This design comes from an exercise in tuning for small area, a short achievable clock period and few clock cycles per item on the open sky130 flow, not from production work. The RTL was checked by simulation tests, not by an equivalence proof against the original design.

## red
// fpu
module fpu (
    input  wire        clk,
    input  wire        rst,
    input  wire        in_valid,
    output wire        in_ready,
    input  wire [3:0]  op,
    input  wire [31:0] a,
    input  wire [31:0] b,
    output reg         out_valid,
    output reg  [31:0] y,
    output reg         fault
);
make LEC_CHECK=0 ABC_CLOCK_PERIOD_IN_PS=4000 CAP_MARGIN=20 CORE_MARGIN=2 CORE_UTILIZATION=62 SLEW_MARGIN=20 finish   # period 17.0 ns
run.sh (not shown) runs the stock make flow with config.mk's settings and CLKGATE_MAP_FILE= SYNTH_SCRIPT=/design/flow/synth_recipe.tcl, a recipe that flattens the netlist after the stock synthesis.
Testbench counts of red, summed over its fixed seeds: cycles 11,405, items 9,600.
--- input diff red..blue ---
--- a/flow/design.v
+++ b/flow/design.v
@@ -2383,35 +2383,39 @@
     localparam [31:0] QNAN = 32'h7FC00000;
     localparam K = 13;               
     localparam R = 2;                
     localparam NDL = K - 1;          
     reg        v0;
     reg [3:0]  op0;
     reg [31:0] a0, b0;
     reg        div0;
     wire       div_busy, div_busy_nx;
     reg        v1, div1;
     wire       go0 = v0 && (!div0 || !div_busy);
-    reg        rdy;
-    assign in_ready = rdy;
+    reg        rdy, rdy_port;    
+    assign in_ready = rdy_port;
     wire       nv0   = rdy ? in_valid : v0;
     wire       ndiv0 = rdy ? (op == OP_DIV) : div0;
+    wire       nv0p   = rdy_port ? in_valid : v0;
+    wire       ndiv0p = rdy_port ? (op == OP_DIV) : div0;
     always @(posedge clk) begin
         if (rst) begin
             v0  <= 1'b0;
             rdy <= 1'b1;
+            rdy_port <= 1'b1;
         end else begin
-            if (in_ready) v0 <= in_valid;
+            if (rdy) v0 <= in_valid;
             rdy <= !(nv0 && ndiv0 && div_busy_nx);
+            rdy_port <= !(nv0p && ndiv0p && div_busy_nx);
         end
-        if (in_ready) begin
+        if (rdy) begin
             op0  <= op;
             a0   <= a;
             b0   <= b;
             div0 <= (op == OP_DIV);
         end
     end
     wire is_add = (op0 == OP_ADD) || (op0 == OP_SUB);
     wire is_mul = (op0 == OP_MUL);
     wire is_div = div0;
     wire [31:0] bf = (op0 == OP_SUB) ? {~b0[31], b0[30:0]} : b0;
     wire [7:0]  ea = a0[30:23], eb = b0[30:23];
Relative to red, sequential fraction of total cell area has decreased by 0.24 points in blue.
Against red as the reference, blue delivers a higher clock-buffer cell count.
Summary of blue over red: amount of wire on met3 after detailed routing moved up, share of post-route cells with drive strength above 1 moved up, sequential cell count level, placement row count moved up.
Delta (blue minus red): complex-gate fraction of the synthesized area went down; first-iteration detailed-routing DRC count went up; initial core utilization went down.
Testbench counts of blue, summed over its fixed seeds: cycles 11,405, items 9,600.

========
fpu, a different RTL version from the one above (not shown whole).
Size: ~9000 cells after synthesis, ~1300 flip-flops, about 110 I/O pins, about 0.086 sq mm of cells after synthesis.
export LEC_CHECK = 0
export ABC_CLOCK_PERIOD_IN_PS = 4000
export CAP_MARGIN = 20
export CORE_MARGIN = 2
export CORE_UTILIZATION = 62
export SLEW_MARGIN = 20
create_clock -name core_clock -period 17.0 [get_ports {clk}]
Testbench counts at the start, summed over its fixed seeds: cycles 10,390, items 9,600.
Edit:
--- a/flow/design.v
+++ b/flow/design.v
@@ -2374,26 +2374,26 @@
     output wire        in_ready,
     input  wire [3:0]  op,
     input  wire [31:0] a,
     input  wire [31:0] b,
     output reg         out_valid,
     output reg  [31:0] y,
     output reg         fault
 );
     localparam [3:0] OP_ADD = 4'd0, OP_SUB = 4'd1, OP_MUL = 4'd2, OP_DIV = 4'd3,
                      OP_XOR = 4'd4, OP_AND = 4'd5, OP_FROMBITS = 4'd6,
                      OP_TOBITS = 4'd7, OP_FLIPSIGN = 4'd12;
     localparam [31:0] QNAN = 32'h7FC00000;
-    localparam K = 9;                
-    localparam R = 3;                
+    localparam K = 13;               
+    localparam R = 2;                
     localparam NDL = K - 1;          
     reg        v0;
     reg [3:0]  op0;
     reg [31:0] a0, b0;
     reg        div0;
     reg        aez0, bez0;       
     wire       div_busy, div_busy_nx;
     reg        v1, div1;
     wire       go0 = v0 && (!div0 || !div_busy);
     reg        rdy, rdy_port;    
     assign in_ready = rdy_port;
     wire       nv0   = rdy ? in_valid : v0;
Outcome: The new run finished clean. Global-route usage decreases by 0.50 points. Fmax increases by about a fifth. Count of clock-buffer cells in the layout increases by 20. Sequential share of layout area increases by 2.5 points. First-iteration DRC count decreases by a few percent. Cell area increases slightly. Die area increases slightly. Hold slack degrades by 7.0 ps. Final cell count increases slightly. Via count decreases slightly. Clock skew increases by 17 ps. Synthesized cell count decreases slightly.
Testbench counts after the change, summed over its fixed seeds: cycles 11,405, items 9,600.

## afterwards: timing with drivers on the ports
How much do the figures lean on ideal ports? The routed layouts below were timed once more, with nothing changed but the port constraints.
Step 1 assumes that a clkbuf_16 drives the clock port and a buf_2 every other input.
Step 2 also shifts input and output timing later by t, the mid clock arrival at the registers, as if the neighbouring blocks saw the same clock.
Three values: ideal ports, drivers, drivers and shift; two values: the first two.
run | shift t [ns] | slack for setup (ns) | worst slew at a driven data input, ns
red | 0.863 | 11.544 / 11.544 / 11.544 | 0.05
blue | 0.886 | 11.395 / 11.395 / 11.395 | 0.08
the first run of note 2 | 0.859 | 10.998 / 10.998 / 10.998 | 0.13
the second run of note 2 | 0.889 | 11.747 / 11.664 / 11.837 | 0.10
After both steps every run listed still meets setup and hold.
